This design comes from an exercise in tuning for small area, a short achievable clock period and few clock cycles per item on the open sky130 flow, not from production work.
RTL that was checked went through simulation tests only; none was proved equivalent to the original.
Power and IR drop assume default switching activity.

==> flow/design.v <==
module enc1750_fmt (
    input  wire [38:0] frac,    
    input  wire  [2:0] fsel,    
    input  wire        m39,     
    input  wire        m38,     
    input  wire  [7:0] xe,      
    output wire [47:0] data
);
    wire c = (fsel[0] & frac[30]) | (fsel[1] & frac[16]) | (fsel[2] & frac[0]);
    wire [37:0] xs = frac[38:1];
    wire [7:0]  xa = xs[37:30];
    wire [13:0] xb = xs[29:16];
    wire [15:0] xc = xs[15:0];
    wire cc = c;
    wire cb = fsel[2] ? (c & (&xc)) : c;
    wire ca = fsel[0] ? c : cb & (&xb);
    wire [15:0] wc;
    wire [13:0] wb;
    wire [7:0]  wa;
    genvar i;
    generate
        for (i = 0; i < 16; i = i + 1) begin : g_c
            if (i == 0) assign wc[i] = xc[i] ^ cc;
            else        assign wc[i] = xc[i] ^ (cc & (&xc[i-1:0]));
        end
        for (i = 0; i < 14; i = i + 1) begin : g_b
            if (i == 0) assign wb[i] = xb[i] ^ cb;
            else        assign wb[i] = xb[i] ^ (cb & (&xb[i-1:0]));
        end
        for (i = 0; i < 8; i = i + 1) begin : g_a
            if (i == 0) assign wa[i] = xa[i] ^ ca;
            else        assign wa[i] = xa[i] ^ (ca & (&xa[i-1:0]));
        end
    endgenerate
    wire ina = fsel[0] | fsel[1] | fsel[2];
    wire inb = fsel[1] | fsel[2];
    wire inc = fsel[2];
    wire [7:0]  ma = wa & {8{ina}};
    wire [13:0] mb = wb & {14{inb}};
    wire [15:0] mc = wc & {16{inc}};
    assign data = {m39, m38, ma, mb[13:8] | (xe[5:0] & {6{fsel[0]}}), mb[7:0],
                   xe & {8{~fsel[0]}}, mc};
endmodule
module enc1750_core (
    input  wire [63:0] value,
    input  wire  [7:0] width,
    output wire [52:0] sig,     
    output wire        subn,    
    output wire  [2:0] fsel,    
    output wire        m39,     
    output wire        m38,     
    output wire  [7:0] xe,      
    output wire  [1:0] status
);
    wire        s  = value[63];
    wire [10:0] be = value[62:52];
    wire [51:0] fr = value[51:0];
    wire w16 = (width == 8'd16);
    wire w32 = (width == 8'd32);
    wire w48 = (width == 8'd48);
    wire wok = w16 | w32 | w48;
    wire nonfinite = &be;
    wire is_sub    = ~|be;
    wire is_zero   = is_sub & ~|fr;
    wire ok        = wok & ~nonfinite;
    assign sig    = {~is_sub, fr} ^ {53{s}};
    assign subn   = ok & is_sub & ~is_zero;
    assign fsel   = {w48, w32, w16} & {3{ok}};
    assign m39    = ok & ~is_zero & s;
    assign m38    = ok & ~is_zero & ~s;
    assign status = {wok & nonfinite, ~wok};
    wire ones16 = &fr[51:43], ones32 = &fr[42:29], ones48 = &fr[28:13];
    wire zer16  = ~|fr[51:43], zer32 = ~|fr[42:29], zer48 = ~|fr[28:13];
    wire all1 = ones16 & (w16 | (ones32 & (w32 | ones48)));
    wire all0 = zer16  & (w16 | (zer32  & (w32 | zer48)));
    wire inc  = ~s & all1;
    wire dec  = s & all0;
    wire [11:0] bea2 = {1'b0, be} + (inc ? 12'd3 : dec ? 12'd1 : 12'd2);
    reg [7:0] xf8;
    reg [5:0] xf6;
    always @(*) begin
        if (is_zero) begin
            xf8 = 8'h00; xf6 = 6'h00;
        end else if (is_sub) begin
            xf8 = 8'h80; xf6 = 6'h20;
        end else begin
            if (bea2 <= 12'd896)       xf8 = 8'h80;
            else if (bea2 >= 12'd1151) xf8 = 8'h7f;
            else                       xf8 = bea2[7:0];
            if (bea2 <= 12'd992)       xf6 = 6'h20;
            else if (bea2 >= 12'd1055) xf6 = 6'h1f;
            else                       xf6 = bea2[5:0];
        end
    end
    assign xe = ok ? (w16 ? {2'b00, xf6} : xf8) : 8'd0;
endmodule
module fp_encode_1750a (
    input  wire        clk,
    input  wire        rst,
    input  wire        in_valid,
    output wire        in_ready,
    input  wire [63:0] in_value,
    input  wire  [7:0] in_width,
    output wire        out_valid,
    input  wire        out_ready,
    output wire [47:0] out_data,
    output wire  [2:0] out_nbytes,
    output wire  [1:0] out_status
);
    wire [52:0] c_sig;
    wire        c_subn;
    wire  [2:0] c_fsel;
    wire        c_m39, c_m38;
    wire  [7:0] c_xe;
    wire  [1:0] c_status;
    enc1750_core u_core (
        .value (in_value),
        .width (in_width),
        .sig   (c_sig),
        .subn  (c_subn),
        .fsel  (c_fsel),
        .m39   (c_m39),
        .m38   (c_m38),
        .xe    (c_xe),
        .status(c_status)
    );
    reg        ov;       
    reg [52:0] sig_q;
    reg  [2:0] fsel_q;
    reg        m39_q, m38_q;
    reg  [7:0] xe_q;
    reg  [1:0] status_q;
    wire pend = (m39_q & sig_q[52]) | (m38_q & ~sig_q[52]);
    wire load = ~ov | (~pend & out_ready);
    assign in_ready  = ~rst & load;
    assign out_valid = ~rst & ov & ~pend;
    wire top8z = m39_q ? &sig_q[52:45] : ~|sig_q[52:45];
    always @(posedge clk) begin
        if (rst) ov <= 1'b0;
        else if (load) ov <= in_valid;
    end
    always @(posedge clk) begin
        if (load) begin
            sig_q    <= c_sig;
            fsel_q   <= c_fsel;
            m39_q    <= c_m39;
            m38_q    <= c_m38;
            xe_q     <= c_xe;
            status_q <= c_status;
        end else if (pend) begin
            sig_q    <= top8z ? {sig_q[44:0], {8{m39_q}}} : {sig_q[51:0], m39_q};
        end
    end
    enc1750_fmt u_fmt (
        .frac(sig_q[51:13]),
        .fsel(fsel_q),
        .m39 (m39_q),
        .m38 (m38_q),
        .xe  (xe_q),
        .data(out_data)
    );
    assign out_status = status_q;
    assign out_nbytes = {fsel_q[1] | fsel_q[2], fsel_q[0] | fsel_q[2], 1'b0};
endmodule
export LEC_CHECK = 0
export ABC_AREA = 1
export CAP_MARGIN = 20
export CORE_MARGIN = 2
export CORE_UTILIZATION = 40
export SETUP_SLACK_MARGIN = 5
export SLEW_MARGIN = 20
create_clock -name core_clock -period 10.0 [get_ports {clk}]
standard.sh (not shown) runs the stock make flow with config.mk's settings and CLKGATE_MAP_FILE= SYNTH_SCRIPT=/design/flow/synth_recipe.tcl, a recipe that flattens the netlist after the stock synthesis.
==> flow/flow/run.sh <==
#!/bin/bash
# The standard layout (standard.sh, the standard flow's own ORFS flow) with one change:
# the port buffers are sky130_fd_sc_hd__buf_2 cells instead of the delay
# buffers buffer_ports picks by default. Every port still gets a buffer.
set -euo pipefail
export BUFFER_PORTS_ARGS="-buffer_cell sky130_fd_sc_hd__buf_2"
bash standard.sh > standard.log 2>&1
The baseline passed the timing, DRC and antenna checks.
Edit:
==> flow/flow/run.sh (replaced) <==
#!/bin/bash
set -euo pipefail
export BUFFER_PORTS_ARGS="-buffer_cell sky130_fd_sc_hd__buf_2"
export SETUP_SLACK_MARGIN=6
bash standard.sh > standard.log 2>&1
Settings changed: SETUP_SLACK_MARGIN 5 to not set.
Total power is higher by 1.7%.
Critical path depth climbs by 9.
Non-clock buffer count went up by 66.
Setup slack gains 260 ps.
Synthesized area does not change.
Edit:
==> flow/flow/run.sh (replaced) <==
#!/bin/bash
# The standard layout (standard.sh, the standard flow's own ORFS flow) with one change:
# the port buffers are sky130_fd_sc_hd__buf_2 cells instead of the delay
# buffers buffer_ports picks by default. Every port still gets a buffer.
set -euo pipefail
export BUFFER_PORTS_ARGS="-buffer_cell sky130_fd_sc_hd__buf_2"
bash standard.sh > standard.log 2>&1
Settings changed: SETUP_SLACK_MARGIN set to 4.5.
What happened: Critical path depth is unchanged; synthesized area stays the same; routed wire length shrinks by about a fifth; hold slack stays flat; die area is unchanged; register-to-register slack got worse by 790 ps; via count goes down by roughly a tenth; final area drops by about a fifth; global-route usage shrinks by 3.5 points; non-clock buffer count falls by 71; clock-buffer cell count grows by 2.
Edit:
Settings changed: SETUP_SLACK_MARGIN 4.5 to not set.
The changed run went through all stages and came out clean; final cell count is lower by 0.36%; die area stays the same; synthesized area does not change; non-clock buffer count is lower by 4; power stays flat; setup slack degrades by 270 ps.
No run of this note included a check of the RTL's function; only the layout flow was run.


== run 1 ==
Another version of the RTL of fp_encode_1750a (not shown whole).
For scale: ~53 flip-flops, about 130 I/O pins, about 0.0089 mm² of cells after synthesis.
==> flow/config.mk <==
export PLATFORM = sky130hd
export DESIGN_NAME = fp_encode_1750a
export DESIGN_NICKNAME = fp_encode_1750a
export VERILOG_FILES = /design/flow/design.v
export SDC_FILE = /design/flow/constraint.sdc
export NUM_CORES = 4
export LEC_CHECK = 0
export CAP_MARGIN = 20
export CORE_MARGIN = 2
export CORE_UTILIZATION = 40
export SLEW_MARGIN = 20
==> flow/constraint.sdc <==
create_clock -name core_clock -period 10.0 [get_ports {clk}]
set_input_delay 2.0000 -clock core_clock [delete_from_list [all_inputs] [get_ports {clk}]]
set_output_delay 2.0000 -clock core_clock [all_outputs]
set_load 0.01 [all_outputs]
run.sh (not shown) runs the stock make flow with config.mk's settings and CLKGATE_MAP_FILE= SYNTH_SCRIPT=/design/flow/synth_recipe.tcl, a recipe that flattens the netlist after the stock synthesis.
Stock flow here: none of the scripts above is used.
Looking at the reports, run 1 completed the entire flow and the layout it produced met the timing, DRC and antenna checks.
Here is what was changed in the inputs of run 2 compared with run 1.
Settings: ABC_AREA now 1, previously not set.
### Flow results
Delta (run 2 minus run 1): worst setup slack after layout increased 0.76 ns, data arrival at the endpoint of the critical path shows a reduction of 0.75 ns, sequential logic power has remained practically unchanged, die span in y shows a reduction of 1.9%. The final reports for run 2 and run 1 show total power lower in the former. Between run 2 and run 1, relative contribution of combinational cells to total power is higher for run 1, run 2 comes in under that.
[inputs] run 3 vs run 2
Settings: removing ABC_AREA (formerly 1); setting SETUP_SLACK_MARGIN to 3 for the first time.
Results
- Looking at compound-gate portion of the synthesized area, run 3 sits 15 points higher than run 2 does.
- The lower measured slew at the worst slew-check pin came out of run 2.
- As of run 3, wire length had risen by more than a quarter compared to run 2.
No functional check of the RTL was part of any run of this note.


fp_encode_1750a, a different RTL version from the one above (not shown whole).
For scale: ~890 cells after synthesis, about 130 I/O pins.
==> flow/design.v (excerpt) <==
module fp_encode_1750a (
    input  wire        clk,
    input  wire        rst,
    input  wire        in_valid,
    output wire        in_ready,
    input  wire [63:0] in_value,
    input  wire  [7:0] in_width,
    output wire        out_valid,
    input  wire        out_ready,
    output wire [47:0] out_data,
    output wire  [2:0] out_nbytes,
    output wire  [1:0] out_status
);
export LEC_CHECK = 0
export ABC_AREA = 1
export CAP_MARGIN = 20
export CORE_MARGIN = 2
export CORE_UTILIZATION = 40
export CTS_BUF_LIST = sky130_fd_sc_hd__clkbuf_8
export SLEW_MARGIN = 20
create_clock -name core_clock -period 10.0 [get_ports {clk}]
standard.sh (not shown) runs the stock make flow with config.mk's settings and CLKGATE_MAP_FILE= SYNTH_SCRIPT=/design/flow/synth_recipe.tcl, a recipe that flattens the netlist after the stock synthesis.
==> flow/flow/run.sh <==
#!/bin/bash
# The standard layout (standard.sh, the standard flow's own ORFS flow) with two changes:
# the port buffers are sky130_fd_sc_hd__buf_2 cells instead of the delay
# buffers buffer_ports picks by default (every port still gets a buffer),
# and timing repair aims for a setup slack of 5.4 ns.
set -euo pipefail
export BUFFER_PORTS_ARGS="-buffer_cell sky130_fd_sc_hd__buf_2"
export SETUP_SLACK_MARGIN=5.4
bash standard.sh > standard.log 2>&1
The starting point finished with timing, DRC and antenna clean.
Change:
==> flow/flow/run.sh (replaced) <==
#!/bin/bash
# The standard layout (standard.sh, the standard flow's own ORFS flow) with three changes:
# the port buffers are sky130_fd_sc_hd__buf_2 cells instead of the delay
# buffers buffer_ports picks by default (every port still gets a buffer),
# timing repair aims for a setup slack of 5.4 ns, and clock tree synthesis
# adds no dummy loads.
set -euo pipefail
export BUFFER_PORTS_ARGS="-buffer_cell sky130_fd_sc_hd__buf_2"
export SETUP_SLACK_MARGIN=5.4
export CTS_ARGS="-sink_clustering_enable -repair_clock_nets -buf_list sky130_fd_sc_hd__clkbuf_8 -dont_use_dummy_load"
bash standard.sh > standard.log 2>&1
Sequential power hardly moves.
Setup slack improves by 0.010 ns.
Via count rises by about 0.5%.
Total power falls by about 8%.
Sequential share of layout area rises by 0.28 points.
Area after synthesis is unchanged.
Wire length hardly moves.
Design area falls by 1.2%.
Synthesized cell count stays the same.
Clock-buffer cell count is unchanged.
First-iteration DRC count falls by about 6%.
Function was not checked in any run of this note: the RTL went through the layout flow alone.


## run A
fp_encode_1750a, a different RTL version from the one above (not shown whole).
For scale: roughly 890 cells after synthesis, roughly 71 flip-flops, about 0.0061 mm2 of cells after synthesis.
==> flow/config.mk <==
export PLATFORM = sky130hd
export DESIGN_NAME = fp_encode_1750a
export DESIGN_NICKNAME = fp_encode_1750a
export VERILOG_FILES = /design/flow/design.v
export SDC_FILE = /design/flow/constraint.sdc
export NUM_CORES = 4
export LEC_CHECK = 0
export ABC_AREA = 1
export CAP_MARGIN = 20
export CORE_MARGIN = 2
export CORE_UTILIZATION = 40
export SLEW_MARGIN = 20
==> flow/constraint.sdc <==
create_clock -name core_clock -period 10.0 [get_ports {clk}]
set_input_delay 2.0000 -clock core_clock [delete_from_list [all_inputs] [get_ports {clk}]]
set_output_delay 2.0000 -clock core_clock [all_outputs]
set_load 0.01 [all_outputs]
==> flow/flow/run.sh <==
#!/bin/bash
# The standard layout (standard.sh, the standard flow's own ORFS flow) with one change:
# the port buffers are sky130_fd_sc_hd__buf_2 cells instead of the delay
# buffers buffer_ports picks by default. Every port still gets a buffer.
set -euo pipefail
export BUFFER_PORTS_ARGS="-buffer_cell sky130_fd_sc_hd__buf_2"
export SETUP_SLACK_MARGIN=5.7
bash standard.sh > standard.log 2>&1
Testbench counts of run A, summed over its fixed seeds: cycles 24,936, items 24,000.
--- input diff run A..run B ---
- putting SETUP_SLACK_MARGIN at 5 where nothing was set
- putting CTS_CLUSTER_SIZE at 80 where nothing was set
- putting CTS_CLUSTER_DIAMETER at 500 where nothing was set
-- flow/flow/run.sh --
<<< run A, line 6
export BUFFER_PORTS_ARGS="-buffer_cell sky130_fd_sc_hd__buf_2"
export SETUP_SLACK_MARGIN=5.7
bash standard.sh > standard.log 2>&1
>>> run B, line 6
export BUFFER_PORTS_ARGS="-buffer_cell sky130_fd_sc_hd__buf_2"
bash standard.sh > standard.log 2>&1
==> comparison <==
- Relative to run A, final clock period utilization by the worst path has gone up in run B.
- Diff run A -> run B: number of global-route vias before repair saw a decrease, total area of multi-input combinational cells shows a reduction of 0.83%, total global routing overflow saw little to no change.
- Of run A and run B, the lower layout overhead on the synthesized area belongs to run B.
- Taking run A as the reference, in run B share of total power in the clock network shows an increase of 2.4 points, per-cell routed wire length climbed 0.37%, total non-filler cell area in the finished layout lost 1.8%.
Setup changes, run B to run C
- clearing CTS_CLUSTER_SIZE, which used to be 80
- clearing CTS_CLUSTER_DIAMETER, which used to be 500
- putting CTS_BUF_LIST at sky130_fd_sc_hd__clkbuf_8 where nothing was set
Results
- In the reports for run B and run C, the larger power dissipated by switching net loads belongs to run B.
- Between run B and run C, the final critical-path share of the clock period does not differ in any meaningful way.
- Final-layout fill cell count: run C vs run B up 1.0%
- As far as met1 wire length is concerned, run B and run C perform about the same.
- The total wirelength of the detailed-routed design number comes out lower for run C vs run B.
- Diff run B..run C | minimum clock period after layout | negligible
- Est. power | run C vs run B | run C lower
- Sequential cell area share, run B and run C: lower on run B
Setup changes, run C to run D
==> flow/flow/run.sh <==
#!/bin/bash
set -euo pipefail
export BUFFER_PORTS_ARGS="-buffer_cell sky130_fd_sc_hd__buf_2"
export CTS_ARGS="-repair_clock_nets -buf_list sky130_fd_sc_hd__clkbuf_8 -sink_buffer_max_cap_derate 1.0 -sink_clustering_enable"
bash standard.sh > standard.log 2>&1
==> comparison <==
Reported for run D and run C, I/O pin count turned out identical to the last digit. Run D and run C ended up with nearly the same switching power share of the total. Maximum clock path buffer count across run D and run C: no real change. Sequential share of layout area essentially unchanged between run C and run D.


fp_encode_1750a, a different RTL version from the one above (not shown whole).
For scale: about 870 cells after synthesis, ~130 I/O pins, ~5500 sq um of cells after synthesis.
==> flow/design.v (excerpt) <==
module fp_encode_1750a (
    input  wire        clk,
    input  wire        rst,
    input  wire        in_valid,
    output wire        in_ready,
    input  wire [63:0] in_value,
    input  wire  [7:0] in_width,
    output wire        out_valid,
    input  wire        out_ready,
    output wire [47:0] out_data,
    output wire  [2:0] out_nbytes,
    output wire  [1:0] out_status
);
==> flow/config.mk <==
export PLATFORM = sky130hd
export DESIGN_NAME = fp_encode_1750a
export DESIGN_NICKNAME = fp_encode_1750a
export VERILOG_FILES = /design/flow/design.v
export SDC_FILE = /design/flow/constraint.sdc
export NUM_CORES = 4
export LEC_CHECK = 0
export ABC_AREA = 1
export CAP_MARGIN = 20
export CORE_MARGIN = 2
export CORE_UTILIZATION = 40
export CTS_BUF_LIST = sky130_fd_sc_hd__clkbuf_8
export SLEW_MARGIN = 20
==> flow/constraint.sdc <==
create_clock -name core_clock -period 10.0 [get_ports {clk}]
set_input_delay 2.0000 -clock core_clock [delete_from_list [all_inputs] [get_ports {clk}]]
set_output_delay 2.0000 -clock core_clock [all_outputs]
set_load 0.01 [all_outputs]
==> flow/flow/run.sh <==
#!/bin/bash
# The standard layout (standard.sh, the standard flow's own ORFS flow) with two changes:
# the port buffers are sky130_fd_sc_hd__buf_2 cells instead of the delay
# buffers buffer_ports picks by default (every port still gets a buffer),
# and timing repair aims for a setup slack of 5.4 ns.
set -euo pipefail
export BUFFER_PORTS_ARGS="-buffer_cell sky130_fd_sc_hd__buf_2"
export SETUP_SLACK_MARGIN=5.4
bash standard.sh > standard.log 2>&1
The baseline ran to the end with no violations.
Testbench counts at the start, summed over its fixed seeds: cycles 24,936, items 24,000.
==> next run, changes <==
==> flow/flow/run.sh (replaced) <==
#!/bin/bash
# The standard layout (standard.sh, the standard flow's own ORFS flow) with one change:
# the port buffers are sky130_fd_sc_hd__buf_2 cells instead of the delay
# buffers buffer_ports picks by default. Every port still gets a buffer.
set -euo pipefail
export BUFFER_PORTS_ARGS="-buffer_cell sky130_fd_sc_hd__buf_2"
bash standard.sh > standard.log 2>&1
- SETUP_SLACK_MARGIN: default -> 5
Effect:
- The changed run finished with timing, DRC and antenna clean
- power falls by 0.54%
- non-clock buffer count falls by 7
- cell count falls by 0.60%
- final area falls by 0.98%
- clock power is about the same
==> next run, changes <==
==> flow/flow/run.sh (replaced) <==
#!/bin/bash
# The standard layout (standard.sh, the standard flow's own ORFS flow) with three changes:
# the port buffers are sky130_fd_sc_hd__buf_2 cells instead of the delay
# buffers buffer_ports picks by default (every port still gets a buffer),
# timing repair aims for a setup slack of 5.4 ns, and clock tree synthesis
# adds no dummy loads.
set -euo pipefail
export BUFFER_PORTS_ARGS="-buffer_cell sky130_fd_sc_hd__buf_2"
export SETUP_SLACK_MARGIN=5.4
export CTS_ARGS="-sink_clustering_enable -repair_clock_nets -buf_list sky130_fd_sc_hd__clkbuf_8 -dont_use_dummy_load"
bash standard.sh > standard.log 2>&1
- SETUP_SLACK_MARGIN: 5 -> default
What happened: The changed run finished clean; first-iteration DRC count went down by 2.3%; clock power went down by 32%; cell area went down by 0.50%; critical path depth went down by 7; worst hold slack gets worse by 0.0039 ns; worst setup slack gets better by 0.12 ns; via count is about the same.
==> next run, changes <==
==> flow/flow/run.sh (replaced) <==
#!/bin/bash
# The standard layout (standard.sh, the standard flow's own ORFS flow) with two changes:
# the port buffers are sky130_fd_sc_hd__buf_2 cells instead of the delay
# buffers buffer_ports picks by default (every port still gets a buffer),
# and timing repair aims for a setup slack of 5.8 ns.
set -euo pipefail
export BUFFER_PORTS_ARGS="-buffer_cell sky130_fd_sc_hd__buf_2"
export SETUP_SLACK_MARGIN=5.8
bash standard.sh > standard.log 2>&1
The changed run went through all stages and came out clean.
Setup slack is better by 0.066 ns.
Total power rose by 9.0%.
Sequential power hardly moves.
Routed wire length rose by about 2.4%.
Area after synthesis does not change.

## port drivers added, routing unchanged
The results above use ideal ports. As a check the final layouts listed here were re-extracted and re-timed, cells and wires unchanged. Step 1 assumes that a clkbuf_16 drives the clock port and a buf_2 every other input. Step 2 also shifts input and output timing later by t, the mid clock arrival at the registers, as if the neighbouring blocks saw the same clock. a / b / c = no drivers / after step 1 / after step 2; a / b = the first two.
run | t, ns | setup slack, ns | slew at the worst register clock pin (ns)
the first run of note 1 | 0.387 | 5.095 / 5.070 / 4.922 | 0.06 / 0.06
the second run of note 1 | 0.379 | 5.356 / 5.374 / 4.995 | 0.06 / 0.06
the third run of note 1 | 0.388 | 4.875 / 4.863 / 4.505 | 0.06 / 0.06
the fourth run of note 1 | 0.388 | 4.608 / 4.631 / 4.243 | 0.06 / 0.06
run 1 | 0.333 | 0.748 / 0.761 / 0.428 | 0.07 / 0.07
run 2 | 0.335 | 1.508 / 1.524 / 1.189 | 0.07 / 0.07
run 3 | 0.336 | 2.560 / 2.576 / 2.241 | 0.07 / 0.07
the first run of note 3 | 0.396 | 5.436 / 5.413 / 5.407 | 0.08 / 0.08
the second run of note 3 | 0.392 | 5.446 / 5.424 / 5.405 | 0.08 / 0.08
run A | 0.369 | 5.628 / 5.584 / 5.584 | 0.06 / 0.06
run B | 0.373 | 5.560 / 5.542 / 5.542 | 0.06 / 0.06
run C | 0.395 | 5.560 / 5.532 / 5.541 | 0.08 / 0.08
run D | 0.395 | 5.560 / 5.532 / 5.541 | 0.08 / 0.08
the first run of note 5 | 0.388 | 5.529 / 5.510 / 5.510 | 0.09 / 0.09
the second run of note 5 | 0.387 | 5.409 / 5.376 / 5.510 | 0.09 / 0.09
the third run of note 5 | 0.373 | 5.529 / 5.510 / 5.510 | 0.09 / 0.09
the fourth run of note 5 | 0.384 | 5.594 / 5.557 / 5.557 | 0.09 / 0.09
After both steps setup and hold are still met in every run listed. The setup slack of the third run of note 1, which loses most, moves by -0.012 ns with the drivers and by -0.370 ns with both steps.
